This design comes from an exercise in tuning for small area, a short achievable clock period and few clock cycles on the open sky130 flow, not from production work.
No run shown here included a check of the RTL's function; only the layout flow was run.
Power and IR drop assume default switching activity.

`flow/config.mk`:
```
export PLATFORM = sky130hd
export DESIGN_NAME = its_block
export DESIGN_NICKNAME = its_block
export VERILOG_FILES = /design/flow/design.v
export SDC_FILE = /design/flow/constraint.sdc
export NUM_CORES = 4
export LEC_CHECK = 0
export CAP_MARGIN = 20
export CORE_MARGIN = 2
export CORE_UTILIZATION = 40
export CTS_CLUSTER_DIAMETER = 80
export CTS_CLUSTER_SIZE = 30
export SLEW_MARGIN = 20
```
`flow/flow/run.sh`:
```
#!/bin/bash
# Standard ORFS layout (the standard.sh), with timing repair aiming below the clock
# period and small port buffers.
set -euo pipefail
bash standard.sh SETUP_SLACK_MARGIN=6.5 'BUFFER_PORTS_ARGS=-buffer_cell sky130_fd_sc_hd__buf_2' finish > standard_finish.log 2>&1
```
`flow/standard.sh`:
```
#!/bin/bash
# synth_recipe.tcl (not shown) runs the flow's synth.tcl, then flattens the netlist and writes it again
# the make line also repeats each setting of config.mk as NAME=value (left out here)
make -C /OpenROAD-flow-scripts/flow DESIGN_CONFIG=/design/flow/config.mk WORK_HOME=/design/flow/orfs CLKGATE_MAP_FILE= SYNTH_SCRIPT=/design/flow/synth_recipe.tcl "${@:-finish}"
```
`flow/constraint.sdc`:
```
create_clock -name core_clock -period 10.0 [get_ports {clk}]
set_input_delay 2.0000 -clock core_clock [delete_from_list [all_inputs] [get_ports {clk}]]
set_output_delay 2.0000 -clock core_clock [all_outputs]
set_load 0.01 [all_outputs]
```
`flow/design.v`:
```
module its_block (
    input  wire         clk,
    input  wire         rst,         
    input  wire         req_valid,
    output wire         req_ready,
    input  wire [31:0]  req_word,    
    output reg          resp_valid,
    output wire [31:0]  resp_word,   
    output wire [191:0] rec,         
    input  wire         tick,
    input  wire [3:0]   ch_pins,
    output wire         mem_rd,
    output wire [9:0]   mem_addr,
    input  wire [7:0]   mem_rdata
);
    localparam [7:0] OP_NOP      = 8'h00, OP_TMASK  = 8'h01, OP_TUNMASK = 8'h02,
                     OP_ERRRD    = 8'h03, OP_ERRCLR = 8'h04, OP_STATRD  = 8'h05,
                     OP_CRCCLR   = 8'h10, OP_CRCBYTE = 8'h11, OP_CRCRD  = 8'h12,
                     OP_CRCCHAN  = 8'h13, OP_CRCMSG = 8'h14, OP_CRCCMPC = 8'h15,
                     OP_CRCCMPM  = 8'h16, OP_MSGCHK = 8'h17,
                     OP_LDW      = 8'h20, OP_LDM    = 8'h21, OP_LDE     = 8'h22,
                     OP_RDW      = 8'h23, OP_RDM    = 8'h24, OP_RDE     = 8'h25,
                     OP_TINIT    = 8'h26, OP_ARMM   = 8'h27, OP_EDGE    = 8'h28,
                     OP_SELIDX   = 8'h30, OP_SELACT = 8'h31, OP_SELNEXT = 8'h32,
                     OP_CHLATCH  = 8'h33, OP_CHCMD  = 8'h34, OP_CHRD    = 8'h35;
    function [15:0] crc_step;
        input [15:0] c;
        input [7:0]  b;
        integer k;
        reg [15:0] t;
        begin
            t = c ^ {b, 8'h00};
            for (k = 0; k < 8; k = k + 1)
                t = t[15] ? ((t << 1) ^ 16'h1021) : (t << 1);
            crc_step = t;
        end
    endfunction
    function [9:0] r5_addr;
        input [3:0] c;
        begin
            case (c)
                4'd0:    r5_addr = 10'd20;
                4'd1:    r5_addr = 10'd44;
                4'd2:    r5_addr = 10'd68;
                4'd3:    r5_addr = 10'd92;
                4'd4:    r5_addr = 10'd116;
                4'd5:    r5_addr = 10'd140;
                4'd6:    r5_addr = 10'd164;
                4'd7:    r5_addr = 10'd188;
                4'd8:    r5_addr = 10'd212;
                4'd9:    r5_addr = 10'd236;
                4'd10:   r5_addr = 10'd260;
                default: r5_addr = 10'd284;
            endcase
        end
    endfunction
    function [3:0] mod12;
        input [7:0] i;
        reg [1:0] m;
        begin
            case (i[7:2])
                6'd0: m = 2'd0;
                6'd1: m = 2'd1;
                6'd2: m = 2'd2;
                6'd3: m = 2'd0;
                6'd4: m = 2'd1;
                6'd5: m = 2'd2;
                6'd6: m = 2'd0;
                6'd7: m = 2'd1;
                6'd8: m = 2'd2;
                6'd9: m = 2'd0;
                6'd10: m = 2'd1;
                6'd11: m = 2'd2;
                6'd12: m = 2'd0;
                6'd13: m = 2'd1;
                6'd14: m = 2'd2;
                6'd15: m = 2'd0;
                6'd16: m = 2'd1;
                6'd17: m = 2'd2;
                6'd18: m = 2'd0;
                6'd19: m = 2'd1;
                6'd20: m = 2'd2;
                6'd21: m = 2'd0;
                6'd22: m = 2'd1;
                6'd23: m = 2'd2;
                6'd24: m = 2'd0;
                6'd25: m = 2'd1;
                6'd26: m = 2'd2;
                6'd27: m = 2'd0;
                6'd28: m = 2'd1;
                6'd29: m = 2'd2;
                6'd30: m = 2'd0;
                6'd31: m = 2'd1;
                6'd32: m = 2'd2;
                6'd33: m = 2'd0;
                6'd34: m = 2'd1;
                6'd35: m = 2'd2;
                6'd36: m = 2'd0;
                6'd37: m = 2'd1;
                6'd38: m = 2'd2;
                6'd39: m = 2'd0;
                6'd40: m = 2'd1;
                6'd41: m = 2'd2;
                6'd42: m = 2'd0;
                6'd43: m = 2'd1;
                6'd44: m = 2'd2;
                6'd45: m = 2'd0;
                6'd46: m = 2'd1;
                6'd47: m = 2'd2;
                6'd48: m = 2'd0;
                6'd49: m = 2'd1;
                6'd50: m = 2'd2;
                6'd51: m = 2'd0;
                6'd52: m = 2'd1;
                6'd53: m = 2'd2;
                6'd54: m = 2'd0;
                6'd55: m = 2'd1;
                6'd56: m = 2'd2;
                6'd57: m = 2'd0;
                6'd58: m = 2'd1;
                6'd59: m = 2'd2;
                6'd60: m = 2'd0;
                6'd61: m = 2'd1;
                6'd62: m = 2'd2;
                6'd63: m = 2'd0;
                default: m = 2'd0;
            endcase
            mod12 = {m, i[1:0]};
        end
    endfunction
    function legal_word;
        input [31:0] q;
        reg [7:0] o;
        reg ua, uv, kn;
        begin
            o  = q[31:24];
            ua = (o == OP_CRCBYTE) || (o == OP_SELIDX) || (o == OP_CHCMD);
            uv = (o == OP_CRCCMPC) || (o == OP_CRCCMPM) || (o == OP_LDW) ||
                 (o == OP_LDM) || (o == OP_LDE);
            kn = (o <= 8'h05) ||
                 (o >= 8'h10 && o <= 8'h17) ||
                 (o >= 8'h20 && o <= 8'h28) ||
                 (o >= 8'h30 && o <= 8'h35);
            legal_word = kn && (ua || q[23:16] == 8'h00) && (uv || q[15:0] == 16'h0000);
        end
    endfunction
    reg [15:0] crc_acc;
    reg        err_flag;
    reg        msg_valid;
    reg [15:0] wait_t;
    reg [15:0] msg_t;
    reg [15:0] elem_t;
    reg [15:0] elem_rl;
    reg [15:0] dly_rl;
    reg        edge_flag;
    reg        tick_mask;
    reg        tick_pending;
    reg [3:0]  ch_base;
    reg [3:0]  ch_delta;
    reg        reload_req;
    reg  [3:0] ch_active;    
    wire [15:0] chrd     = {3'd0, reload_req, ch_active, ch_delta, ch_base};
    reg        rdy;
    reg        go;           
    reg [31:0] w;            
    reg [3:0]  pins;
    assign req_ready = rdy;
    reg [1:0]  r_st;
    reg [1:0]  r_aux;
    reg [15:0] rv;
    assign resp_word = {6'd0, r_st, 6'd0, r_aux, rv};
    reg        rd;
    reg [9:0]  addr;
    reg [1:0]  tg0;
    reg        rv1;
    reg [9:0]  a1;
    reg [1:0]  tg1;
    reg        dv;
    reg [9:0]  a2;
    reg [1:0]  tg2;
    wire [7:0] md   = sr[7:0];      
    wire [7:0] prev = sr[15:8];     
    assign mem_rd   = rd;
    assign mem_addr = addr;
    reg [191:0] sr;
    assign rec = {sr[159:0], sr[191:160]};
    reg        seq;          
    reg        fin;          
    reg        last1;        
    reg        m_chan, m_msg, m_hdr, m_sel, m_cmp, m_init;
    reg [8:0]  spx;          
    reg [4:0]  gcnt;         
    reg        hs;           
    reg        gx;           
    reg        ff;           
    reg        fb, e_fl, dok;
    reg [3:0]  sel_c;
    wire [7:0]  op = w[31:24];
    wire [7:0]  qa = w[23:16];
    wire [15:0] qv = w[15:0];
    reg  legal;              
    wire [3:0] cmd_code = qa[7:4];
    wire [3:0] cmd_k    = qa[3:0];
    wire [3:0] act1 = ch_active + 4'd1;
    reg  [3:0] sel_i;
    always @* begin
        case (op[1:0])
            2'd0:    sel_i = mod12(qa);
            2'd1:    sel_i = mod12({4'd0, ch_active});
            default: sel_i = mod12({4'd0, act1});
        endcase
    end
    wire [15:0] crc_out = go ? crc_step(crc_acc, qa) : crc_step(rv, md);
    wire        tick_do = tick & ~tick_mask;
    wire [15:0] wait_d  = (wait_t != 16'd0) ? wait_t - 16'd1 : 16'd0;
    wire [15:0] msg_d   = (msg_t  != 16'd0) ? msg_t  - 16'd1 : 16'd0;
    wire        e_fire  = (elem_t[15:1] == 15'd0);
    wire [15:0] elem_d  = e_fire ? elem_rl : elem_t - 16'd1;
    wire        op_b    = go && legal;
    wire        op_unm  = op_b && (op == OP_TUNMASK);
    wire        op_ldw  = op_b && (op == OP_LDW);
    wire        op_ldm  = op_b && (op == OP_LDM);
    wire        op_lde  = op_b && (op == OP_LDE);
    wire        op_armm = op_b && (op == OP_ARMM);
    wire        op_edge = op_b && (op == OP_EDGE);
    wire        dlv     = tick_do || (op_unm && tick_pending);
    wire        c_act    = seq && dv;
    wire        md_ff    = (md == 8'hFF);
    wire        md_esc   = (md == 8'h18);
    wire        md_f     = (md[7:4] == 4'hF);
    wire        sel_empty = ff && md_ff;
    wire        hit      = (a2 >= 10'd303) && (prev == 8'h18) && md_f;
    wire        scan     = c_act && m_hdr && (tg2 == 2'd1);
    wire        chk_f    = scan && md_f;                         
    wire        chk_e    = scan && md_esc && (a2 != 10'd541);    
    wire        chk_req  = chk_f || chk_e;
    wire [9:0]  chk_addr = chk_f ? {a2[9:1], 1'b0} : a2 + 10'd1;
    wire        found    = c_act && m_hdr &&
                           ((tg2 == 2'd2 && md_esc) || (tg2 == 2'd3 && md_f));
    wire [7:0]  found_len = a2[7:0] - ((tg2 == 2'd2) ? 8'h1E : 8'h1F);
    wire        hdr_none = seq && m_hdr && gx && !rd && !rv1 && !dv;
    wire        hdr_end  = found || hdr_none;
    wire        chan_end = c_act && m_chan && (a2 == 10'd287);
    wire        msg_end  = c_act && m_msg && (hit || a2 == 10'd541);
    wire        crc_ok   = chan_end || (msg_end && hit);     
    wire        seq_end  = chan_end || msg_end || hdr_end;
    wire        init_ok  = hdr_end && m_init && found && dok;   
    wire        op_crcclr  = op_b && (op == OP_CRCCLR);
    wire        op_crcbyte = op_b && (op == OP_CRCBYTE);
    wire        op_latch   = op_b && (op == OP_CHLATCH);
    wire        op_selact  = op_b && (op == OP_SELACT);
    wire        op_cmd     = op_b && (op == OP_CHCMD);
    wire        cmd_c      = op_cmd && (cmd_code == 4'hC);
    wire        cmd_b      = op_cmd && (cmd_code == 4'hB);
    wire        cmd_9      = op_cmd && (cmd_code == 4'h9) && (ch_delta > cmd_k);
    wire [15:0] wait_n  = dlv ? wait_d : (op_ldw ? qv : wait_t);
    wire [15:0] msg_n   = dlv ? msg_d  : (op_ldm ? qv : (op_armm ? dly_rl : msg_t));
    wire [15:0] elem_n  = dlv ? elem_d : ((op_lde || init_ok) ? qv : elem_t);
    wire [15:0] crc_n   = op_crcclr ? 16'd0 : ((op_crcbyte || crc_ok) ? crc_out : crc_acc);
    wire [3:0]  base_n  = op_latch ? pins : (cmd_c ? cmd_k : ch_base);
    wire [3:0]  delta_n = (cmd_c || cmd_9) ? 4'd0 : (cmd_b ? ch_delta + cmd_k : ch_delta);
    wire        reload_n = (op_latch || cmd_c || cmd_b || cmd_9) ? 1'b1 :
                           (op_selact ? 1'b0 : reload_req);
    reg        b_store;      
    reg [1:0]  b_st, b_aux;
    reg [15:0] b_val;
    always @* begin
        b_store = 1'b0;
        b_st    = 2'd0;
        b_aux   = 2'd0;
        b_val   = 16'd0;
        if (!legal) begin
            b_st = 2'd3;
        end else begin
            case (op)
            OP_TUNMASK: b_val = {15'd0, tick_pending};
            OP_ERRRD,
            OP_ERRCLR:  b_val = {15'd0, err_flag};
            OP_STATRD:  b_val = {4'd0, ch_active, (msg_t == 16'd0), (wait_t == 16'd0),
                                 tick_pending, tick_mask, reload_req, msg_valid,
                                 err_flag, edge_flag};
            OP_CRCCLR, OP_CRCBYTE, OP_CRCRD:
                        b_val = crc_n;
            OP_CRCCHAN, OP_CRCCMPC, OP_CRCMSG, OP_CRCCMPM, OP_MSGCHK, OP_TINIT,
            OP_SELIDX, OP_SELACT, OP_SELNEXT:
                        b_store = 1'b1;
            OP_LDW, OP_RDW:
                        b_val = wait_n;
            OP_LDM, OP_RDM, OP_ARMM:
                        b_val = msg_n;
            OP_LDE, OP_RDE:
                        b_val = elem_n;
            OP_EDGE:    b_val = {15'd0, edge_flag};
            OP_CHLATCH, OP_CHCMD, OP_CHRD: begin
                b_val = {3'd0, reload_n, base_n + delta_n, delta_n, base_n};
                if (op == OP_CHCMD) begin
                    if (cmd_code == 4'hC || cmd_code == 4'hB || cmd_9)
                        b_aux = 2'd3;
                    else if (cmd_code == 4'h9)
                        b_aux = 2'd1;
                end
            end
            default: ;
            endcase
        end
    end
    wire        sel_fb   = c_act && m_sel && (tg2 == 2'd2) && sel_empty && !fb &&
                           (sel_c != 4'd0);
    reg [1:0]  f_st, f_aux;
    reg [15:0] f_val;
    always @* begin
        f_st  = 2'd0;
        f_aux = 2'd0;
        f_val = 16'd0;
        if (fin) begin
            f_val = crc_acc;
            f_st  = {1'b0, crc_acc != qv};
        end else if (last1) begin
            f_aux = {e_fl, fb};
            f_val = {4'd0, sel_c, 4'd0, fb ? 4'd0 : sel_c};
        end else if (m_hdr) begin
            f_st  = (found && dok) ? 2'd0 : 2'd2;
            f_aux = {dok, found};
            f_val = m_init ? qv : (found ? {8'd0, found_len} : 16'd0);
        end else if (msg_end && !hit) begin
            f_st  = 2'd2;
        end else if (c_act) begin
            f_val = crc_out;
        end
    end
    wire f_resp = fin || last1 || (seq_end && !(crc_ok && m_cmp));
    always @(posedge clk) begin
        sr <= {sr[183:0], mem_rdata};
        a1 <= addr;
        a2 <= a1;
        tg1 <= tg0;
        tg2 <= tg1;
        if (go) begin
            r_st  <= b_st;
            r_aux <= b_aux;
            rv    <= b_val;
        end else begin
            r_st  <= f_st;
            r_aux <= f_aux;
            rv    <= f_val;
        end
    end
    always @(posedge clk) begin
        if (!(go || seq || fin)) begin
            w    <= req_word;
            pins <= ch_pins;
            legal <= legal_word(req_word);
        end
        addr <= addr + 10'd1;
        if (go && legal) begin
            m_chan <= (op == OP_CRCCHAN) || (op == OP_CRCCMPC);
            m_msg  <= (op == OP_CRCMSG) || (op == OP_CRCCMPM);
            m_hdr  <= (op == OP_MSGCHK) || (op == OP_TINIT);
            m_sel  <= (op == OP_SELIDX) || (op == OP_SELACT) || (op == OP_SELNEXT);
            m_cmp  <= (op == OP_CRCCMPC) || (op == OP_CRCCMPM);
            m_init <= (op == OP_TINIT);
            tg0    <= 2'd0;
            hs     <= 1'b0;
            gx     <= 1'b0;
            sel_c  <= sel_i;
            gcnt   <= 5'd0;
            case (op)
            OP_CRCCHAN, OP_CRCCMPC: addr <= 10'd0;
            OP_CRCMSG, OP_CRCCMPM:  addr <= 10'd288;
            OP_MSGCHK, OP_TINIT:    addr <= 10'd290;
            OP_SELIDX, OP_SELACT, OP_SELNEXT: begin
                addr <= r5_addr(sel_i);
                tg0  <= 2'd1;
                ff   <= 1'b1;
                fb   <= 1'b0;
            end
            default: ;
            endcase
        end
        if (seq && rd && m_sel) begin
            gcnt <= gcnt + 5'd1;
            if (gcnt == 5'd3)
                addr <= addr - 10'd23;
            tg0  <= (gcnt == 5'd0 || gcnt == 5'd1) ? 2'd1 :
                    (gcnt == 5'd2) ? 2'd2 : 2'd0;
        end
        if (seq && m_hdr) begin
            if (!hs) begin
                tg0 <= 2'd0;
                if (addr == 10'd293) begin
                    addr <= 10'd303;
                    spx  <= 9'd152;      
                    tg0  <= 2'd1;
                    hs   <= 1'b1;
                end
            end else if (chk_req) begin
                addr <= chk_addr;
                tg0  <= chk_f ? 2'd2 : 2'd3;
            end else if (!gx) begin
                addr <= {spx, 1'b1};
                tg0  <= 2'd1;
                spx  <= spx + 9'd1;
                if (spx == 9'd270)       
                    gx <= 1'b1;
            end
        end
        if (c_act) begin
            if (m_hdr && tg2 == 2'd0) begin
                if (!a2[2]) begin
                    w[15:0] <= {w[7:0], md};
                    if (a2[0])
                        dok <= !(w[7:0] == 8'hFF && md_ff);
                end else
                    w[31:16] <= {w[23:16], md};
            end
            if (m_sel && tg2 != 2'd0) begin
                ff <= sel_empty;
                if (tg2 == 2'd2) begin
                    e_fl <= sel_empty;
                    if (sel_empty) fb <= 1'b1;
                end
            end
        end
        if (sel_fb) begin
            addr <= 10'd20;
            tg0  <= 2'd1;
            gcnt <= 5'd0;
            ff   <= 1'b1;
        end
    end
    always @(posedge clk) begin
        if (rst) begin
            crc_acc      <= 16'd0;
            err_flag     <= 1'b0;
            msg_valid    <= 1'b0;
            wait_t       <= 16'd0;
            msg_t        <= 16'd0;
            elem_t       <= 16'd0;
            elem_rl      <= 16'd0;
            dly_rl       <= 16'd0;
            edge_flag    <= 1'b0;
            tick_mask    <= 1'b1;
            tick_pending <= 1'b0;
            ch_base      <= 4'd0;
            ch_delta     <= 4'd0;
            ch_active    <= 4'd0;
            reload_req   <= 1'b1;
            rdy          <= 1'b1;
            go           <= 1'b0;
            resp_valid   <= 1'b0;
            rd           <= 1'b0;
            rv1          <= 1'b0;
            dv           <= 1'b0;
            seq          <= 1'b0;
            fin          <= 1'b0;
            last1        <= 1'b0;
        end else begin
            go    <= rdy && req_valid;
            if (rdy && req_valid)
                rdy <= 1'b0;
            rv1   <= rd;
            dv    <= rv1;
            fin   <= 1'b0;
            last1 <= 1'b0;
            resp_valid <= (go && !(legal && b_store)) || f_resp;
            if ((go && !(legal && b_store)) || f_resp)
                rdy <= 1'b1;
            if (go && legal) begin
                case (op)
                OP_TMASK: tick_mask <= 1'b1;
                OP_TUNMASK: tick_mask <= 1'b0;
                OP_ERRCLR: err_flag <= 1'b0;
                OP_CRCCHAN, OP_CRCCMPC, OP_CRCMSG, OP_CRCCMPM, OP_MSGCHK, OP_TINIT: begin
                    seq <= 1'b1; rd <= 1'b1;
                end
                OP_SELIDX, OP_SELACT, OP_SELNEXT: begin
                    seq <= 1'b1; rd <= 1'b1;
                end
                default: ;
                endcase
            end
            if (seq && rd && (m_chan || m_msg)) begin
                if (m_chan ? (addr == 10'd287) : (addr == 10'd541))
                    rd <= 1'b0;
            end
            if (seq && rd && m_sel && gcnt == 5'd23) begin
                rd    <= 1'b0;
                last1 <= 1'b1;
            end
            if (seq && m_hdr)
                rd <= chk_req || !gx;
            if (sel_fb) begin
                rd   <= 1'b1;
                rv1  <= 1'b0;
                dv   <= 1'b0;
            end
            if (seq_end) begin
                seq <= 1'b0;
                rd  <= 1'b0;
                rv1 <= 1'b0;
                dv  <= 1'b0;
                if (crc_ok && m_cmp)
                    fin <= 1'b1;
                if (m_msg && !hit && m_cmp)
                    err_flag <= 1'b1;
                if (m_hdr)
                    msg_valid <= found && dok;
            end
            if (fin && crc_acc != qv)
                err_flag <= 1'b1;
            if (last1) begin
                seq <= 1'b0;
                rv1 <= 1'b0;
                dv  <= 1'b0;
            end
            wait_t     <= wait_n;
            msg_t      <= msg_n;
            elem_t     <= elem_n;
            crc_acc    <= crc_n;
            ch_base    <= base_n;
            ch_delta   <= delta_n;
            ch_active  <= base_n + delta_n;
            reload_req <= reload_n;
            if (op_lde || init_ok)
                elem_rl <= qv;
            if (init_ok)
                dly_rl <= w[31:16];
            if (dlv && e_fire)
                edge_flag <= 1'b1;
            else if (op_edge || init_ok)
                edge_flag <= 1'b0;
            if (tick && tick_mask)
                tick_pending <= 1'b1;
            else if (op_unm)
                tick_pending <= 1'b0;
        end
    end
endmodule
```
==> results.cfg, run 1 <==
[run_status]
outcome = timing/DRC/antenna clean

[critical_path]
cp-start-kind = flop
cp_max_fo = 13
end_kind = output port
arrival_ns = 1.42
r2r_end = rv[10]
path_delay_family = flip-flops
ff2ff_path_depth = 14
reg2reg_from = w[17]
critical_path_class = reg2out
worst_ep_required_time_ns = 8.00
critPathBufInv = 1
rrSetupSlack_ns = 6.62
slowest_delay_ns = 0.63
cp_slowest_cell = dfxtp_1
path_cells = buf_2

[timing]
clock_skew_ns = 0.0499
setup_viol = 0
max_slew.worst_pin.slew_ns = 1.09
setup-tns-final_ns = 0
fmax_mhz = 292
slew_viol_final = 0
slew-limit-headroom_pct = 27.2
fin_crit_sh_pct = 34.2
period_minus_slack_ns = 3.42
rsz0062_at_grt = true
finalHoldViolations = 0

[worst_hold_path]
holdPathStages = 0
hp-start = a1[1]
hold_path_end = a2[1]
hold_path.class = reg2reg

[placement]
place_area_um2 = 20800
io_buffers = 272
dp_hpwl_um = 52100
gp_congestion = 1.01

[yosys]
synth_edf_count = 26
yosys.area.top_type = dfxtp_1
synth_seq_cells = 440
synth_top_area_share_pct = 43.8
ys_top_cells_by_area = dfxtp_1 44%, nor2_1 4.3%, mux2i_1 4.2%
synth_area_per_cell_um2 = 9.14
syn-cell-area_um2 = 18900
yosysSeqAreaShare_pct = 48.0
synth_top_flop_cell = dfxtp_1
synthArstFlopShare_pct = 0
synth.distinct_cells = 86
synth_cells = 2068
yosys_warnings = 1

[power]
p_leak_uw = 0.00918
power.density_nw_per_um2 = 172
power_uw = 3820
vdd_ir_drop_max_v = 0.000211

[cells_and_area]
syn_to_final_growth_pct = 17.4
n_antenna_cell = 0
drive_gt1_share_pct = 19.8
final_area_um2 = 22200
nNetsFinal = 2386

[clocking]
clk_pin_slew_ns = 0.11
cts_tree = yes
clock-root-buffer = clkbuf_16
clock_latency_ns = 0.62
h-tree-depth = 1
cts_made_buffers = 26
cts_max_path_buffers = 3
clock-sinks = 440

[die]
die_h_um = 221
core_area_um2 = 46600
die_x_um = 221
floorplan.initialDensity_pct = 40.6
die_area_um2 = 49000
num_rows = 79
io_pins = 285

[grt]
grt_max_degree = 73
grt_pass1_wl_um = 102000
grt_usage_pct = 26.9
antenna_found_initial = 4
grt_overflow = 0
grt_pass1_vias = 15800

[flow_run]
drv_cap = 0

[detailed_routing]
wl_um = 69800
via_per_inst = 5.87
drt-pass1-iter-count = 8
vias = 17200
drtIter0Drc = 1946
drtAntennaViolNets = 0
drc = 0
avgRoutedWirePerCell_um = 23.8
layout by cell type, fill, tap and decap left out, drive strengths merged, types with 46 or more instances in the layout:
master,n
a21oi,129
buf,325
dfxtp,414
inv,61
mux2i,80
nand2,187
nand3,46
nor2,217
nor3,47
o21ai,113
xnor2,62
xor2,58
registers in the layout, summed over array words and instances (netlist names), 16 cells and up, named ones only:
| register | flops |
|---|---|
| elem_t | 16 |
| elem_rl | 16 |
| rv | 16 |
| sr | 192 |
| crc_acc | 16 |
| dly_rl | 16 |
| w | 32 |
| msg_t | 16 |
| wait_t | 16 |
stage by stage:
stage | setup slack, ns | util [%] | hold slack [ns] | cells
3_5_place_dp | 5.64 | 44.7 | 0.312 | 2861
3_3_place_gp | 5.49 | 44.6 | 0.311 | 2860
5_1_grt | 6.42 | 47.7 | 0.300 | 2926
2_1_floorplan | 6.51 | - | 0.310 | 2079
6_report | 6.58 | 47.7 | 0.304 | 2926
4_1_cts | 6.47 | 47.0 | 0.296 | 2909
cell usage after synthesis (32+ instances only):
cell type  count
xnor2_1       62
ha_1          32
clkbuf_1      96
nor2_1       217
nand3_1       46
nand2_1      187
nor3_1        47
xor2_1        58
mux2i_1       80
o21ai_0      110
a21oi_1      129
dfxtp_1      414
inv_1         55
worst max-delay path by stage:
| stage | start | to | slack [ns] | cells after the start |
|---|---|---|---|---|
| floorplan | tick | rv[5] | 6.51 | 9 |
| global placement | tick | rv[5] | 5.49 | 10 |
| detailed placement | legal | rv[10] | 5.64 | 16 |
| CTS | go | rv[10] | 6.47 | 16 |
| global route | w[24] | rv[11] | 6.42 | 15 |
| finish | addr[5] | mem_addr[5] | 6.58 | 1 |
area by class of cell:
class | instances | area [um2]
inverter | 55 | 206
clock buffer | 27 | 676
sequential | 440 | 9110
clock inverter | 16 | 241
fill | 4476 | 24400
tap | 607 | 759
timing repair buffer | 327 | 1870
multi-input combinational | 1454 | 9340
metal layers:
metal | up-vias | part of all wire [%] | global-route usage, %
met4 | 2 | 4.3 | 10.2
met2 | 963 | 45 | 42.4
li1 | 7842 | - | -
met1 | 8194 | 41 | 36.0
met5 | - | 0.014 | 0
met3 | 168 | 9.9 | 6.03
what timing repair did:
action,CTS,global route
buffers inserted,5,15
resized for setup,39,39
pin swaps,4,16
hold buffers,0,0
endpoints found under the hold margin,0,0
setup endpoints to repair,17,14
cloned,0,2
report_power, final:
group	total [uW]	switching (uW)	internal (uW)
logic	529	300	229
clock network	1220	687	534
registers	2070	185	1880
kinds of logic after synthesis:
kind of cell               count (synthesis)  share of synthesized area [%]
AOI/OAI and AO/OA                        471                           16.1
xor gates and xnor gates                 120                           5.56
adders and majority gates                 35                           2.38
buffers and inverters                    185                           4.00
DFF                                      440                           48.0
muxes                                     94                           5.07
other                                      1                         0.0198
and+or+nand+nor                          722                           18.9
==> run 2: changes to the inputs <==
--- a/flow/config.mk
+++ b/flow/config.mk
@@ -7,7 +7,7 @@
 export LEC_CHECK = 0
 export CAP_MARGIN = 20
 export CORE_MARGIN = 2
-export CORE_UTILIZATION = 40
+export CORE_UTILIZATION = 50
 export CTS_CLUSTER_DIAMETER = 80
 export CTS_CLUSTER_SIZE = 30
 export SLEW_MARGIN = 20
==> results.cfg, run 2 <==
[cells_and_area]
top_regs = sr (192), w (32)
fillers = 3435
largest_reg_flops = 192
final_cell_mix = 390 x dfxtp_1, 271 x buf_2, 216 x nor2_1
drive_gt1_share_pct = 20.3
regMostFlops = sr
final_area_um2 = 22300
final_common_cell = dfxtp_1
final_util_pct = 59.4
nNetsFinal = 2384
syn_to_final_growth_pct = 17.7

[yosys]
synth_seq_cells = 440
yosys_warnings = 1
yosysSeqAreaShare_pct = 48.0
synth_edf_count = 26
ys_top_cells_by_area = dfxtp_1 44%, nor2_1 4.3%, mux2i_1 4.2%
synthArstFlopShare_pct = 0
synth_top_area_share_pct = 43.8
synth_area_per_cell_um2 = 9.14
syn-cell-area_um2 = 18900
synth.distinct_cells = 86
synth_cells = 2068
yosys.area.top_type = dfxtp_1
synth_top_flop_cell = dfxtp_1
synth_common_cells = 414 x dfxtp_1, 217 x nor2_1, 187 x nand2_1, 129 x a21oi_1, 110 x o21ai_0
synth_most_common_cell = dfxtp_1

[clocking]
clock-sinks = 440
h-tree-depth = 1
clk_pin_slew_ns = 0.11
cts_max_path_buffers = 3
clock-root-buffer = clkbuf_16
cts_made_buffers = 26
cts_tree = yes
postCtsHoldBufs = 0
clock_latency_ns = 0.61

[worst_hold_path]
hold_path.class = reg2reg

[die]
floorplan.initialDensity_pct = 50.4
io_pins = 285
die_x_um = 198
core_area_um2 = 37500
die_h_um = 198
die_area_um2 = 39400
num_rows = 71

[power]
power.density_nw_per_um2 = 176
p_leak_uw = 0.00924
vdd_ir_drop_max_v = 0.000154

[critical_path]
end_kind = flop
worstSetupEndpoint = rv[9]
crit_cells = 16
slowest_delay_ns = 0.55
cp-start-kind = flop
critPathBufInv = 4
cp_max_fo = 12
r2r_end = rv[9]
arrival_ns = 3.91
critical_path_class = reg2reg
ff2ff_path_depth = 16
critPathLaunch = go
worst_ep_required_time_ns = 10.46
rrSetupSlack_ns = 6.54
reg2reg_from = go
cp_slowest_cell = fa_2
path_delay_family = adder cells
path_cells = buf_12 -> nand2_8 -> inv_4 -> buf_12 -> nand4_1 -> nor2_4 -> mux2_4 -> nor2_1 -> ha_2 -> inv_1 -> fa_2 -> nor2_1 -> a21oi_1 -> o221ai_2 -> o21ai_1 -> o221ai_1

[timing]
fmax_mhz = 289
slew_viol_final = 0
setup_ws_ns = 6.54
finalHoldViolations = 0
rsz0062_at_grt = true
setup_viol = 0
max_slew.worst_pin.slew_ns = 1.18
clock_skew_ns = 0.0281
fin_crit_sh_pct = 34.6
setup-tns-final_ns = 0
period_minus_slack_ns = 3.46
slew-limit-headroom_pct = 21.1

[grt]
grt_overflow = 0
grt_pass1_wl_um = 100000
grt_usage_pct = 34.0
antenna_found_initial = 1
grt_max_degree = 81
grt_pass1_vias = 15700

[detailed_routing]
topRoutingLayerUsed = met5
vias = 17200
wl_um = 69100
drt-met1-wl_um = 28800
drt-pass1-iter-count = 7
drc = 0
wl_met3_um = 6130
via_per_inst = 6.05
drtIter0Drc = 1706
met2_length_um = 31700
avgRoutedWirePerCell_um = 24.4
drtAntennaViolNets = 0

[placement]
gp_congestion = 0.974
place_area_um2 = 20600
dp_hpwl_um = 50900
io_buffers = 272
pre_cts_ws_ns = 5.43

[flow_run]
drv_cap = 0

[run_status]
outcome = timing/DRC/antenna clean
==> run 2: changes by cell type in the layout (fill, tap and decap cells not counted), sizes merged <==
cell    delta
bufbuf     +2
diode      +2
clkbuf     +3
inv        +2
buf        -5
clkinv     -2
bufinv     +1
==> run 2: where the power goes <==
group | leakage, uW | switching (uW) | internal (uW)
sequential | 0.00368 | 187 | 1880
combinational | 0.00507 | 309 | 234
clock | 0.000479 | 726 | 575
==> run 2: metrics by stage <==
step | cells | power (uW) | hold WS [ns]
after floorplan | 2079 | 2380 | 0.310
after global placement | 2756 | 2610 | 0.310
after detailed placement | 2756 | 2610 | 0.312
after CTS | 2815 | 3910 | 0.338
after global routing | 2831 | 4060 | 0.342
final | 2833 | 3910 | 0.339
==> run 2: worst min-delay path by stage <==
stage                      start  depth (start not counted)  slack, ns  endpoint
after global placement     a1[0]                          0       0.31     a2[0]
after detailed placement   a1[7]                          0       0.31     a2[7]
after floorplan            a1[0]                          0       0.31     a2[0]
after CTS                  a1[7]                          0       0.34     a2[7]
after global routing      sr[64]                          0       0.34    sr[72]
final                      a1[7]                          0       0.34     a2[7]
==> run 2: routing by layer <==
metal	global-route usage (%)	vias to the layer above
met5	0	-
met2	55.1	871
met4	11.5	2
met1	46.1	8289
li1	-	7835
met3	5.76	156
==> run 2: worst reg2reg max path, cell delays in order (launching register included) <==
cell and delay, ns:
dfxtp_4 0.41, buf_12 0.17, nand2_8 0.10, inv_4 0.10, buf_12 0.14, nand4_1 0.18, nor2_4 0.17, mux2_4 0.34
nor2_1 0.12, ha_2 0.19, inv_1 0.06, fa_2 0.55, nor2_1 0.05, a21oi_1 0.25, o221ai_2 0.18, o21ai_1 0.17
o221ai_1 0.12
==> run 2: layout make-up <==
type                            instances  area (um2)  area share, %
Clock buffer                           29         672           3.02
Clock inverter                         17         337           1.51
Antenna cell                            2        5.00         0.0225
Timing Repair Buffer                  325        1900           8.54
Inverter                               55         209          0.939
Sequential cell                       440        9120           41.0
Tap cell                              511         639           2.87
Multi-Input combinational cell       1454        9380           42.1
==> run 2: cells by family (layout without fill, tap and decap cells) <==
| kind of cell | Yosys count | count (layout) | share of synthesized area, % |
|---|---|---|---|
| xor gates and xnor gates | 120 | 120 | 5.56 |
| AOI/OAI and AO/OA | 471 | 471 | 16.1 |
| and+or+nand+nor | 722 | 722 | 18.9 |
| adders and majority gates | 35 | 35 | 2.38 |
| buffers and inverters | 185 | 426 | 4.00 |
| muxes | 94 | 94 | 5.07 |
| other | 1 | 14 | 0.0198 |
| DFF | 440 | 440 | 48.0 |
==> run 2: what timing repair did <==
item,CTS,global route
resized for setup,48,45
cloned,2,2
buffers inserted,11,14
pin swaps,3,13
setup endpoints to repair,35,14
endpoints found under the hold margin,0,0
==> run 3: changes to the inputs <==
==> flow/flow/run.sh (replaced) <==
#!/bin/bash
# Standard ORFS layout (the standard.sh), with timing repair aiming below the clock
# period and small port buffers.
set -euo pipefail
bash standard.sh SETUP_SLACK_MARGIN=6.75 'BUFFER_PORTS_ARGS=-buffer_cell sky130_fd_sc_hd__buf_2' finish > standard_finish.log 2>&1
--- a/flow/config.mk
+++ b/flow/config.mk
@@ -7,7 +7,7 @@
 export LEC_CHECK = 0
 export CAP_MARGIN = 20
 export CORE_MARGIN = 2
-export CORE_UTILIZATION = 50
+export CORE_UTILIZATION = 40
 export CTS_CLUSTER_DIAMETER = 80
 export CTS_CLUSTER_SIZE = 30
 export SLEW_MARGIN = 20
==> results.cfg, run 3 <==
[timing]
period_minus_slack_ns = 3.38
setup-tns-final_ns = 0
fmax_mhz = 296
fin_crit_sh_pct = 33.8
finalHoldViolations = 0
slew_viol_final = 0
setup_viol = 0
rsz0062_at_grt = true
clock_skew_ns = 0.0248
max_slew.worst_pin.slew_ns = 1.18
slew-limit-headroom_pct = 21.5

[yosys]
synth_area_per_cell_um2 = 9.14
syn-cell-area_um2 = 18900
synth_seq_cells = 440
synth_top_area_share_pct = 43.8
ys_top_cells_by_area = dfxtp_1 44%, nor2_1 4.3%, mux2i_1 4.2%
synth_top_flop_cell = dfxtp_1
synth_most_common_cell = dfxtp_1
synth_cells = 2068
synth_common_cells = 414 x dfxtp_1, 217 x nor2_1, 187 x nand2_1, 129 x a21oi_1, 110 x o21ai_0
synth.distinct_cells = 86
yosys.area.top_type = dfxtp_1
yosys_warnings = 1
yosysSeqAreaShare_pct = 48.0
synth_edf_count = 26
synthArstFlopShare_pct = 0

[cells_and_area]
final_common_cell = dfxtp_1
n_antenna_cell = 0
instances_no_fill = 2994
drive_gt1_share_pct = 24.8
largest_reg_flops = 192
nNetsFinal = 2456
syn_to_final_growth_pct = 23.0
top_regs = sr (192), w (32)
regMostFlops = sr
final_cell_mix = 373 x dfxtp_1, 269 x buf_2, 211 x nor2_1
final_util_pct = 49.9
final_area_um2 = 23200

[power]
vdd_ir_drop_max_v = 0.000234
power.density_nw_per_um2 = 165
p_leak_uw = 0.00970
switching_share_pct = 30.5
pwr-share-clk_pct = 31.0
seq_power_share_pct = 53.9
p_int_uw = 2670
comb_power_share_pct = 15.1
power_uw = 3840
power.switching_uw = 1170

[flow_run]
drv_cap = 0

[placement]
place_inst = 2862
io_buffers = 272
place_area_um2 = 20900
dp_hpwl_um = 51700
gp_congestion = 0.970

[clocking]
cts_tree = yes
cts_max_path_buffers = 3
postCtsHoldBufs = 0
clock-sinks = 440
cts_made_buffers = 25
clk_pin_slew_ns = 0.09
clock-root-buffer = clkbuf_16
clock_latency_ns = 0.59
h-tree-depth = 1

[grt]
grt_max_degree = 59
grt_overflow = 0
grt_pass1_vias = 16400
antenna_found_initial = 3
grt_pass1_wl_um = 106000
grt_usage_pct = 28.3

[detailed_routing]
via_per_inst = 5.92
drtIter0Drc = 2164
drc = 0
wl_um = 73600
vias = 17700
avgRoutedWirePerCell_um = 24.6
drt-pass1-iter-count = 8
drtAntennaViolNets = 0

[die]
io_pins = 285
core_area_um2 = 46600
die_h_um = 221
num_rows = 79
die_x_um = 221
die_area_um2 = 49000
floorplan.initialDensity_pct = 40.6

[critical_path]
path_cells = nand2_4 -> inv_1 -> nand4_1 -> nor2_4 -> buf_4 -> buf_4 -> mux2i_1 -> nor2_1 -> ha_4 -> xor2_2 -> nor2_2 -> a21oi_2 -> o31ai_2 -> a211oi_2 -> o22ai_1
end_kind = flop
worst_ep_required_time_ns = 10.45
cp_max_fo = 5
critical_path_class = reg2reg
arrival_ns = 3.83
cp_slowest_cell = edfxtp_1
slowest_delay_ns = 0.55
cpMostUsedCell = buf_4
cp-start-kind = flop

[run_status]
outcome = timing/DRC/antenna clean

[worst_hold_path]
hold_path.class = reg2reg
run 3: cell counts after synthesis:
Identical to the previous run, type by type.
run 3: cell type report:
type                    instances  area [um2]
fillers                      4300       23300
multi-input cells            1454        9650
clock buffers                  28         679
inverters                      55         206
clock inverters                12         176
repair buffers                398        2600
well taps                     607         759
flip-flops and latches        440        9170
run 3: repair_timing:
| action | in CTS | in global routing |
|---|---|---|
| gates cloned | 5 | 4 |
| pin swaps | 19 | 28 |
| buffers inserted | 57 | 26 |
| gates resized for setup | 119 | 60 |
| endpoints found under the setup margin | 75 | 38 |
run 3: stage by stage:
step / hold WS, ns / setup slack (ns)
2_1_floorplan: 0.310 / 6.53
3_3_place_gp: 0.312 / 5.81
3_5_place_dp: 0.312 / 5.73
4_1_cts: 0.334 / 6.66
5_1_grt: 0.343 / 6.52
6_report: 0.336 / 6.62
run 3: routing by layer:
layer	vias up	share of wire (%)	track usage, %
met5	-	0.018	0
met4	2	3.6	9.16
met3	154	11	4.89
met2	1114	44	44.4
met1	8507	41	39.5
li1	7958	-	-
run 3: worst paths after layout:
check | startpoint | endpoint | slack [ns] | cells past startpoint
max | legal | rv[10] | 6.62 | 15
max reg2reg | legal | rv[10] | 6.62 | 15
min | tg1[1] | tg2[1] | 0.34 | 0
min reg2reg | tg1[1] | tg2[1] | 0.34 | 0
run 3: cells by family after synthesis:
group / count (synthesis) / synth area share [%]
fa+ha+maj: 35 / 2.38
simple gates: 722 / 18.9
flops: 440 / 48.0
mux: 94 / 5.07
xor+xnor: 120 / 5.56
buf+inv: 185 / 4.00
compound gates: 471 / 16.1
other cells: 1 / 0.0198
run 3: power by group through the flow:
stage                     clock network (uW)  logic [uW]  registers, uW
after floorplan                            0         369           2010
after CTS                               1210         559           2060
after global routing                    1270         619           2080
final                                   1190         580           2070
after detailed placement                   0         513           2100
after global placement                     0         510           2100
run 3: worst max-delay path: cells and delay by family, from the launching register on:
| family | cells | cell delay (ns) |
|---|---|---|
| mux | 1 | 0.37 |
| fa+ha+maj | 1 | 0.31 |
| xor+xnor | 1 | 0.17 |
| flops | 1 | 0.55 |
| buf+inv | 3 | 0.42 |
| simple gates | 5 | 0.74 |
| compound gates | 4 | 0.68 |
==> run 4: changes to the inputs <==
==> flow/flow/run.sh (replaced) <==
#!/bin/bash
# Standard ORFS layout (the standard.sh), with timing repair aiming below the clock
# period and small port buffers.
set -euo pipefail
bash standard.sh SETUP_SLACK_MARGIN=7.0 'BUFFER_PORTS_ARGS=-buffer_cell sky130_fd_sc_hd__buf_2' finish > standard_finish.log 2>&1
==> results.cfg, run 4 <==
[run_status]
outcome = timing/DRC/antenna clean

[timing]
period_minus_slack_ns = 3.31
setup-tns-final_ns = 0
fin_crit_sh_pct = 33.1
max_slew.worst_pin.slew_ns = 1.12
slew-limit-headroom_pct = 24.6
slew_viol_final = 0
clock_skew_ns = 0.0250
fmax_mhz = 302
finalHoldViolations = 0
setup_viol = 0
rsz0062_at_grt = true

[clocking]
clk_pin_slew_ns = 0.10
clock-sinks = 440
clock-root-buffer = clkbuf_16
cts_tree = yes
clock_latency_ns = 0.61
postCtsHoldBufs = 0
cts_made_buffers = 26
h-tree-depth = 1
cts_max_path_buffers = 3

[power]
power.density_nw_per_um2 = 160
p_leak_uw = 0.0106
vdd_ir_drop_max_v = 0.000217

[cells_and_area]
n_antenna_cell = 0
largest_reg_flops = 192
multi_input_area_um2 = 9870
fillers = 4058
top_regs = sr (192), w (32)
regMostFlops = sr
drive_gt1_share_pct = 36.4
nNetsFinal = 2522
seq_area_um2 = 9480
instances_no_fill = 3063
final_common_cell = buf_6
syn_to_final_growth_pct = 36.5
final_cell_mix = 232 x buf_6, 211 x nor2_1, 189 x dfxtp_2

[die]
core_area_um2 = 46600
floorplan.initialDensity_pct = 40.6
die_area_um2 = 49000
die_h_um = 221
die_x_um = 221
io_pins = 285
num_rows = 79

[yosys]
synth_most_common_cell = dfxtp_1
synth_edf_count = 26
synth_cells = 2068
ys_top_cells_by_area = dfxtp_1 44%, nor2_1 4.3%, mux2i_1 4.2%
yosys.area.top_type = dfxtp_1
synthArstFlopShare_pct = 0
yosys_warnings = 1
synth_common_cells = 414 x dfxtp_1, 217 x nor2_1, 187 x nand2_1, 129 x a21oi_1, 110 x o21ai_0
synth_top_area_share_pct = 43.8
synth_top_flop_cell = dfxtp_1
syn-cell-area_um2 = 18900
synth.distinct_cells = 86
synth_seq_cells = 440
synth_area_per_cell_um2 = 9.14
yosysSeqAreaShare_pct = 48.0

[flow_run]
drv_cap = 0

[placement]
gp_congestion = 0.946
io_buffers = 272
dp_hpwl_um = 52400
place_inst = 2864

[critical_path]
arrival_ns = 3.80
critical_path_class = reg2reg
cp-start-kind = flop
worst_ep_required_time_ns = 10.49
end_kind = flop
cp_max_fo = 16

[grt]
grt_overflow = 0
antenna_found_initial = 1
grt_pass1_wl_um = 112000
grt_max_degree = 91
grt_usage_pct = 30.0
grt_pass1_vias = 17100

[detailed_routing]
avgRoutedWirePerCell_um = 25.4
drc = 0
drtIter0Drc = 1885
wl_um = 77900
drt-pass1-iter-count = 6
vias = 18000
via_per_inst = 5.89
drtAntennaViolNets = 0

[worst_hold_path]
hold_path.class = reg2reg
-- run 4: changes by cell type in the layout (fill, tap and decap cells not counted), moves of 5 or more --
cell / before / now
dfxtp_4: 20 / 47
a21oi_1: 125 / 117
a21oi_2: 4 / 12
nand3_2: 2 / 7
buf_4: 98 / 161
o21ai_0: 93 / 84
buf_2: 269 / 53
buf_6: 17 / 232
o21ai_2: 5 / 11
dfxtp_1: 373 / 178
dfxtp_2: 21 / 189
-- run 4: cells by family after synthesis --
| family | after synthesis | share of synthesized area (%) |
|---|---|---|
| AO/OA/AOI/OAI | 471 | 16.1 |
| XOR/XNOR | 120 | 5.56 |
| AND/OR/NAND/NOR | 722 | 18.9 |
| buffers and inverters | 185 | 4.00 |
| flip-flops | 440 | 48.0 |
| adder cells (fa/ha/maj) | 35 | 2.38 |
| multiplexers | 94 | 5.07 |
| other | 1 | 0.0198 |
-- run 4: final timing paths --
check,startpoint,slack [ns],endpoint,depth (start not counted)
setup / recovery,w[24],6.69,rv[10],16
hold / removal,a1[1],0.34,a2[1],0
setup reg to reg,w[24],6.69,rv[10],16
hold reg to reg,a1[1],0.34,a2[1],0
-- run 4: layout make-up --
cell class | count | share of cell area, %
clock buffer | 27 | 2.62
timing repair inverter | 1 | 0.0194
clock inverter | 17 | 1.29
tap | 607 | 2.94
inverter | 55 | 0.829
multi-input combinational | 1454 | 38.3
timing repair buffer | 462 | 17.3
sequential | 440 | 36.7
-- run 4: power breakdown --
part | internal, uW | switching, uW | total [uW]
Clock | 581 | 744 | 1320
Combinational | 351 | 387 | 738
Sequential | 1900 | 162 | 2060
-- run 4: what timing repair did --
item | CTS | global route
gates cloned | 9 | 1
hold endpoints to repair | 0 | 0
resized for setup | 618 | 61
pin swaps | 50 | 31
endpoints found under the setup margin | 308 | 261
buffers inserted | 108 | 37
-- run 4: critical path, cell delays in order, from the launching register on --
cell and delay [ns]:
dfxtp_4 0.38, buf_12 0.15, or4b_4 0.51, nor4_4 0.22, buf_4 0.18, mux2_4 0.30, mux2i_4 0.18, inv_2 0.07
ha_4 0.16, inv_2 0.05, fa_2 0.19, xor2_1 0.17, nor2_1 0.06, a21oi_1 0.15, o31ai_1 0.09, a211oi_1 0.21
o22ai_1 0.11
-- run 4: metrics by stage --
stage | utilization (%) | cell area (um2) | setup WS (ns) | hold slack (ns) | total power [uW]
after floorplan | - | 19200 | 6.53 | 0.310 | 2380
after global placement | 45.1 | 21000 | 5.49 | 0.311 | 2610
after detailed placement | 45.1 | 21000 | 5.26 | 0.312 | 2620
after CTS | 54.2 | 25300 | 6.68 | 0.336 | 4100
after global routing | 55.4 | 25800 | 6.54 | 0.341 | 4260
final | 55.4 | 25800 | 6.69 | 0.336 | 4120
-- run 4: routing by layer --
metal  up-vias  part of all wire (%)  global-route usage (%)
met2      1012                    45                    48.1
met4         0                   4.0                    10.3
met3       173                   9.9                    6.09
met5         -                     0                       0
met1      8719                    41                    40.2
li1       8135                     -                       -
==> run 5: changes to the inputs <==
--- a/flow/design.v
+++ b/flow/design.v
@@ -430,21 +430,6 @@
     end
     always @(posedge clk) begin
         if (rst) begin
-            crc_acc      <= 16'd0;
-            err_flag     <= 1'b0;
-            msg_valid    <= 1'b0;
-            wait_t       <= 16'd0;
-            msg_t        <= 16'd0;
-            elem_t       <= 16'd0;
-            elem_rl      <= 16'd0;
-            dly_rl       <= 16'd0;
-            edge_flag    <= 1'b0;
-            tick_mask    <= 1'b1;
-            tick_pending <= 1'b0;
-            ch_base      <= 4'd0;
-            ch_delta     <= 4'd0;
-            ch_active    <= 4'd0;
-            reload_req   <= 1'b1;
             rdy          <= 1'b1;
             go           <= 1'b0;
             resp_valid   <= 1'b0;
@@ -465,19 +450,9 @@
             resp_valid <= (go && !(legal && b_store)) || f_resp;
             if ((go && !(legal && b_store)) || f_resp)
                 rdy <= 1'b1;
-            if (go && legal) begin
-                case (op)
-                OP_TMASK: tick_mask <= 1'b1;
-                OP_TUNMASK: tick_mask <= 1'b0;
-                OP_ERRCLR: err_flag <= 1'b0;
-                OP_CRCCHAN, OP_CRCCMPC, OP_CRCMSG, OP_CRCCMPM, OP_MSGCHK, OP_TINIT: begin
-                    seq <= 1'b1; rd <= 1'b1;
-                end
-                OP_SELIDX, OP_SELACT, OP_SELNEXT: begin
-                    seq <= 1'b1; rd <= 1'b1;
-                end
-                default: ;
-                endcase
+            if (go && legal && b_store) begin
+                seq <= 1'b1;
+                rd  <= 1'b1;
             end
             if (seq && rd && (m_chan || m_msg)) begin
                 if (m_chan ? (addr == 10'd287) : (addr == 10'd541))
@@ -501,6 +476,44 @@
                 dv  <= 1'b0;
                 if (crc_ok && m_cmp)
                     fin <= 1'b1;
+            end
+            if (last1) begin
+                seq <= 1'b0;
+                rv1 <= 1'b0;
+                dv  <= 1'b0;
+            end
+        end
+    end
+    reg rst_r;
+    always @(posedge clk)
+        rst_r <= rst;
+    always @(posedge clk) begin
+        if (rst_r) begin
+            crc_acc      <= 16'd0;
+            err_flag     <= 1'b0;
+            msg_valid    <= 1'b0;
+            wait_t       <= 16'd0;
+            msg_t        <= 16'd0;
+            elem_t       <= 16'd0;
+            elem_rl      <= 16'd0;
+            dly_rl       <= 16'd0;
+            edge_flag    <= 1'b0;
+            tick_mask    <= 1'b1;
+            tick_pending <= tick;
+            ch_base      <= 4'd0;
+            ch_delta     <= 4'd0;
+            ch_active    <= 4'd0;
+            reload_req   <= 1'b1;
+        end else begin
+            if (go && legal) begin
+                case (op)
+                OP_TMASK:   tick_mask <= 1'b1;
+                OP_TUNMASK: tick_mask <= 1'b0;
+                OP_ERRCLR:  err_flag <= 1'b0;
+                default: ;
+                endcase
+            end
+            if (seq_end) begin
                 if (m_msg && !hit && m_cmp)
                     err_flag <= 1'b1;
                 if (m_hdr)
@@ -508,11 +521,6 @@
             end
             if (fin && crc_acc != qv)
                 err_flag <= 1'b1;
-            if (last1) begin
-                seq <= 1'b0;
-                rv1 <= 1'b0;
-                dv  <= 1'b0;
-            end
             wait_t     <= wait_n;
             msg_t      <= msg_n;
             elem_t     <= elem_n;
==> results.cfg, run 5 <==
[worst_hold_path]
holdPathStages = 0
hp-start = a1[2]
hold_path.class = reg2reg
hold_path_end = a2[2]

[power]
p_leak_uw = 0.0105
switching_share_pct = 31.6
pwr-share-clk_pct = 30.4
power.switching_uw = 1320
seq_power_share_pct = 49.4
p_int_uw = 2860
power.density_nw_per_um2 = 160
comb_power_share_pct = 20.2
vdd_ir_drop_max_v = 0.000208
power_uw = 4180

[timing]
clock_skew_ns = 0.0293
rsz0062_at_grt = true
fin_crit_sh_pct = 35.4
setup_viol = 0
setup-tns-final_ns = 0
finalHoldViolations = 0
max_slew.worst_pin.slew_ns = 0.925
setup_ws_ns = 6.46
slew_viol_final = 0
fmax_mhz = 282
slew-limit-headroom_pct = 38.3
period_minus_slack_ns = 3.54

[clocking]
clock_latency_ns = 0.61
clock-sinks = 441
cts_made_buffers = 25
clk_pin_slew_ns = 0.10
h-tree-depth = 1
cts_tree = yes
cts_max_path_buffers = 3
postCtsHoldBufs = 0
clock-root-buffer = clkbuf_16

[run_status]
outcome = timing/DRC/antenna clean

[cells_and_area]
largest_reg_flops = 192
final_cell_mix = 225 x buf_6, 192 x nand2_1, 185 x dfxtp_2
final_common_cell = buf_6
fillers = 4223
top_regs = sr (192), w (32)
final_util_pct = 54.7
regMostFlops = sr
drive_gt1_share_pct = 36.1
syn_to_final_growth_pct = 34.5
nNetsFinal = 2548

[yosys]
syn-cell-area_um2 = 19500
synth-compound-area-share_pct = 16.7
synth_edf_count = 27
synth_top_family_by_area = simple AND/OR/NAND/NOR gates
synth_common_cells = 414 x dfxtp_1, 196 x nand2_1, 176 x nor2_1, 118 x a21oi_1, 99 x clkbuf_1
synth_most_common_cell = dfxtp_1
ys_top_cells_by_area = dfxtp_1 43%, edfxtp_1 4.2%, mux2i_1 3.9%
yosysSeqAreaShare_pct = 46.7
synth.distinct_cells = 100
synth_xor_xnor_area_share_pct = 5.95
yosys-mux-area-fraction_pct = 4.82
synthSimpleGateAreaFrac_pct = 19.6
synth_top_area_share_pct = 42.5
yosys.area.top_type = dfxtp_1
synth_fa_ha_area_share_pct = 2.26
synth_area_per_cell_um2 = 9.29
synth_seq_cells = 441
yosys_warnings = 1
synthArstFlopShare_pct = 0
synth_cells = 2098
synth_top_flop_cell = dfxtp_1

[grt]
grt_overflow = 0
grt_max_degree = 69
antenna_found_initial = 2
grt_pass1_wl_um = 121000
grt_pass1_vias = 18000
grt_usage_pct = 32.0

[die]
num_rows = 80
io_pins = 285
die_x_um = 225
die_h_um = 225
core_area_um2 = 47900
floorplan.initialDensity_pct = 40.6
die_area_um2 = 50500

[critical_path]
rrSetupSlack_ns = 6.46
slowest_delay_ns = 0.59
reg2reg_from = legal
r2r_end = rv[9]
cp_max_fo = 4
critPathBufInv = 1
critical_path_class = reg2reg
worst_ep_required_time_ns = 10.46
path_cells = or4bb_4 -> nand4b_1 -> mux2i_1 -> a21oi_2 -> ha_2 -> inv_2 -> fa_2 -> a2bb2oi_4 -> o41ai_2 -> a221o_1 -> nor3_2 -> o22ai_1
ff2ff_path_depth = 12
arrival_ns = 4.00
cp_slowest_cell = or4bb_4
path_delay_family = simple AND/OR/NAND/NOR gates
cp-start-kind = flop
end_kind = flop

[placement]
dp_hpwl_um = 57900
io_buffers = 272
pre_cts_ws_ns = 5.69
gp_congestion = 0.990

[detailed_routing]
wl_um = 82900
drtAntennaViolNets = 0
via_per_inst = 6.00
avgRoutedWirePerCell_um = 26.7
vias = 18600
drc = 0
drt-pass1-iter-count = 8
drtIter0Drc = 2324

[flow_run]
drv_cap = 0
-- run 5: cell count changes after synthesis, moves of 11 or more --
| cell | change |
|---|---|
| xnor2_1 | +15 |
| and3_1 | +11 |
| a221o_1 | +12 |
| o31ai_1 | -11 |
| nor2_1 | -41 |
| and2_1 | +17 |
| a21oi_1 | -11 |
| xor2_1 | -18 |
| o21ai_0 | -12 |
-- run 5: power by group through the flow --
| stage | Combinational [uW] | Clock [uW] | Sequential, uW |
|---|---|---|---|
| after floorplan | 419 | 0 | 2040 |
| after global placement | 624 | 0 | 2110 |
| after detailed placement | 624 | 0 | 2110 |
| after CTS | 819 | 1280 | 2060 |
| after global routing | 900 | 1360 | 2080 |
| final | 846 | 1270 | 2070 |
-- run 5: final cells by class --
| cell class | count | area (um2) | share of cell area, % |
|---|---|---|---|
| multi-input combinational | 1484 | 10400 | 39.6 |
| timing repair buffer | 458 | 4390 | 16.8 |
| antenna | 1 | 2.50 | 0.00955 |
| clock buffer | 27 | 643 | 2.45 |
| tap | 615 | 769 | 2.94 |
| inverter | 56 | 213 | 0.812 |
| clock inverter | 17 | 289 | 1.10 |
| sequential | 441 | 9520 | 36.3 |
-- run 5: worst reg2reg max path, cell delays in order (launching register included) --
cell	delay (ns)
edfxtp_1	0.47
or4bb_4	0.59
nand4b_1	0.28
mux2i_1	0.18
a21oi_2	0.17
ha_2	0.21
inv_2	0.04
fa_2	0.57
a2bb2oi_4	0.18
o41ai_2	0.09
a221o_1	0.29
nor3_2	0.23
o22ai_1	0.11
-- run 5: timing repair --
| item | 4_1_cts | 5_1_grt |
|---|---|---|
| setup endpoints to repair | 316 | 275 |
| pin swaps | 31 | 16 |
| endpoints found under the hold margin | 0 | 0 |
| cloned | 10 | 1 |
| gates resized for setup | 569 | 65 |
| buffers inserted | 122 | 20 |
-- run 5: per-stage QoR --
stage,cells,hold WS (ns),area (um2)
after floorplan,2109,0.310,19900
final,3099,0.335,26200
after CTS,3077,0.334,25800
after global routing,3098,0.339,26200
after global placement,2901,0.310,21600
after detailed placement,2901,0.312,21600
-- run 5: cell families (layout without fill, tap and decap cells) --
| group | after synthesis | in the layout |
|---|---|---|
| compound gates | 479 | 481 |
| other cells | 1 | 13 |
| xor+xnor | 123 | 123 |
| fa+ha+maj | 34 | 34 |
| mux | 91 | 91 |
| simple gates | 742 | 743 |
| buf+inv | 187 | 558 |
| flops | 441 | 441 |
-- run 5: routing by layer --
metal | routed length (um) | vias up | global-route usage, % | part of all wire, %
met5 | 11 | - | 0 | 0.013
met4 | 5050 | 2 | 16.5 | 6.1
met3 | 6870 | 237 | 6.05 | 8.3
met2 | 37400 | 972 | 50.6 | 45
met1 | 33500 | 9028 | 41.8 | 40
li1 | - | 8344 | - | -
-- run 5: how the worst max path moves through the flow --
stage	end	depth (start not counted)	from	slack, ns
3_5_place_dp	rv[2]	9	tick	5.69
4_1_cts	rv[9]	12	legal	6.47
6_report	rv[9]	12	legal	6.46
3_3_place_gp	rv[15]	9	tick	5.47
2_1_floorplan	rv[7]	8	tick	6.51
5_1_grt	rv[9]	12	legal	6.43
==> run 6: changes to the inputs <==
==> flow/flow/run.sh (replaced) <==
#!/bin/bash
# Standard ORFS layout (the standard.sh), with timing repair aiming below the clock
# period and small port buffers.
set -euo pipefail
bash standard.sh SETUP_SLACK_MARGIN=6.5 'BUFFER_PORTS_ARGS=-buffer_cell sky130_fd_sc_hd__buf_2' finish > standard_finish.log 2>&1
==> results.cfg, run 6 <==
[yosys]
synth.distinct_cells = 100
synth_top_flop_cell = dfxtp_1
yosysSeqAreaShare_pct = 46.7
yosys.area.top_type = dfxtp_1
ys_top_cells_by_area = dfxtp_1 43%, edfxtp_1 4.2%, mux2i_1 3.9%
synth_top_area_share_pct = 42.5
yosys_warnings = 1
synth_most_common_cell = dfxtp_1
synth_cells = 2098
syn-cell-area_um2 = 19500
synth_seq_cells = 441
synth_edf_count = 27
synthArstFlopShare_pct = 0
synth_area_per_cell_um2 = 9.29
synth_common_cells = 414 x dfxtp_1, 196 x nand2_1, 176 x nor2_1, 118 x a21oi_1, 99 x clkbuf_1

[detailed_routing]
drtIter0Drc = 2312
via_per_inst = 6.01
drt-pass1-iter-count = 6
wl_um = 77300
drtAntennaViolNets = 0
vias = 17900
drc = 0
avgRoutedWirePerCell_um = 25.9

[die]
num_rows = 80
floorplan.initialDensity_pct = 40.6
die_x_um = 225
io_pins = 285
core_area_um2 = 47900
die_area_um2 = 50500
die_h_um = 225

[critical_path]
slowest_delay_ns = 0.54
critical_path_class = reg2reg
end_kind = flop
cp-start-kind = flop
path_cells = and4b_2 -> and4_4 -> and3_4 -> mux2_2 -> nor2_1 -> ha_2 -> inv_1 -> fa_1 -> a2bb2oi_2 -> o41ai_2 -> a221o_1 -> nor3_2 -> o22ai_1
arrival_ns = 4.08
cp_max_fo = 18
cp_slowest_cell = fa_1
worst_ep_required_time_ns = 10.51

[clocking]
clk_pin_slew_ns = 0.11
postCtsHoldBufs = 0
cts_max_path_buffers = 3
h-tree-depth = 1
cts_made_buffers = 27
clock-sinks = 441
clock_latency_ns = 0.62
cts_tree = yes
clock-root-buffer = clkbuf_16

[grt]
grt_pass1_wl_um = 111000
grt_usage_pct = 29.6
antenna_found_initial = 2
grt_max_degree = 64
grt_overflow = 0
grt_pass1_vias = 16600

[power]
vdd_ir_drop_max_v = 0.000164
power.density_nw_per_um2 = 177
p_leak_uw = 0.00932

[cells_and_area]
largest_reg_flops = 192
regMostFlops = sr
n_antenna_cell = 0
drive_gt1_share_pct = 20.8
final_common_cell = dfxtp_1
instances_no_fill = 2983
top_regs = sr (192), w (32)
syn_to_final_growth_pct = 18.0
final_util_pct = 48.0
final_cell_mix = 396 x dfxtp_1, 273 x buf_2, 195 x nand2_1
nNetsFinal = 2432

[timing]
slew_viol_final = 0
period_minus_slack_ns = 3.57
max_slew.worst_pin.slew_ns = 1.21
setup-tns-final_ns = 0
finalHoldViolations = 0
fmax_mhz = 280
setup_viol = 0
slew-limit-headroom_pct = 18.3
clock_skew_ns = 0.0378
setup_ws_ns = 6.43
fin_crit_sh_pct = 35.7
rsz0062_at_grt = true

[run_status]
outcome = timing/DRC/antenna clean

[placement]
gp_congestion = 1.01
place_inst = 2901
dp_hpwl_um = 58000
pre_cts_ws_ns = 5.34
io_buffers = 272

[worst_hold_path]
hold_path.class = reg2reg

[flow_run]
drv_cap = 0
-- run 6: worst max-delay path, delay by kind of cell, from the launching register on --
family                     cells  cell delay [ns]
muxes                          1             0.36
adders and majority gates      2             0.74
DFF                            1             0.44
buffers and inverters          1             0.05
AOI/OAI and AO/OA              4             0.69
and+or+nand+nor                5             1.17
-- run 6: cells by family after synthesis --
| group | share of synthesized area, % |
|---|---|
| and+or+nand+nor | 19.6 |
| muxes | 4.82 |
| DFF | 46.7 |
| AOI/OAI and AO/OA | 16.7 |
| adders and majority gates | 2.26 |
| other | 0.0192 |
| buffers and inverters | 3.96 |
| xor gates and xnor gates | 5.95 |
-- run 6: path summary, 6_finish.rpt --
kind | startpoint | end | slack (ns) | depth (start not counted)
setup / recovery | w[27] | rv[9] | 6.43 | 13
hold / removal | tg1[1] | tg2[1] | 0.33 | 0
setup reg to reg | w[27] | rv[9] | 6.43 | 13
hold reg to reg | tg1[1] | tg2[1] | 0.33 | 0
-- run 6: timing repair --
item | in CTS | in global routing
endpoints found under the setup margin | 28 | 19
buffers inserted | 6 | 26
pin swaps | 4 | 12
cloned | 1 | 2
gates resized for setup | 43 | 33
hold endpoints to repair | 0 | 0
-- run 6: area by class of cell --
class	count	area, um2
Fill cell	4530	24900
Clock buffer	28	679
Tap cell	615	769
Inverter	56	210
Multi-Input combinational cell	1481	9850
Sequential cell	441	9150
Clock inverter	19	337
Timing Repair Buffer	343	2000
-- run 6: layer usage --
metal	routed length [um]	share of wire (%)	global-route usage [%]	vias up
li1	-	-	-	8069
met1	31900	41	39.3	8672
met2	34600	45	46.6	970
met3	6460	8.4	5.34	225
met4	4410	5.7	14.1	0
met5	0	0	0	-
-- run 6: per-stage QoR --
step	cell area, um2	total power [uW]	hold slack, ns
CTS	22600	4050	0.336
finish	23000	4070	0.334
floorplan	19600	2460	0.310
detailed placement	21400	2730	0.312
global route	23000	4210	0.341
global placement	21400	2720	0.311
-- run 6: power by group --
| group | internal (uW) | switching, uW | leakage [uW] |
|---|---|---|---|
| clock network | 567 | 765 | 0.000485 |
| logic | 282 | 383 | 0.00515 |
| registers | 1900 | 172 | 0.00369 |

## separate check: timing with driven ports
No port has a modelled driver above. Below, the same layouts with a new extraction and two added sets of constraints.
Step 1 sets driving cells, clkbuf_16 on the clock port and buf_2 on the other inputs (assumed; they add their load-dependent delay and slew).
Step 2 adds t to the input delays and takes it off the output delays; t is the mean of the earliest and latest rising clock arrival at the registers after step 1. Input paths then give back, and output paths get back, about the clock's delay inside the block.
Three values: no drivers, after step 1, after step 2; two values: the first two.
run | shift t [ns] | setup slack, ns | clock arrival spread, ns
run 1 | 0.649 | 6.578 / 6.522 / 5.981 | 0.052 / 0.051
run 2 | 0.656 | 6.543 / 6.504 / 5.976 | 0.030 / 0.030
run 3 | 0.635 | 6.618 / 6.618 / 6.062 | 0.031 / 0.031
run 4 | 0.655 | 6.685 / 6.685 / 6.098 | 0.029 / 0.028
run 5 | 0.656 | 6.460 / 6.460 / 6.036 | 0.032 / 0.032
run 6 | 0.661 | 6.428 / 6.428 / 5.981 | 0.039 / 0.039
After both steps every run listed still meets setup and hold. For run 1, which loses most, drivers alone change the setup slack by -0.056 ns; drivers and shift together by -0.597 ns.
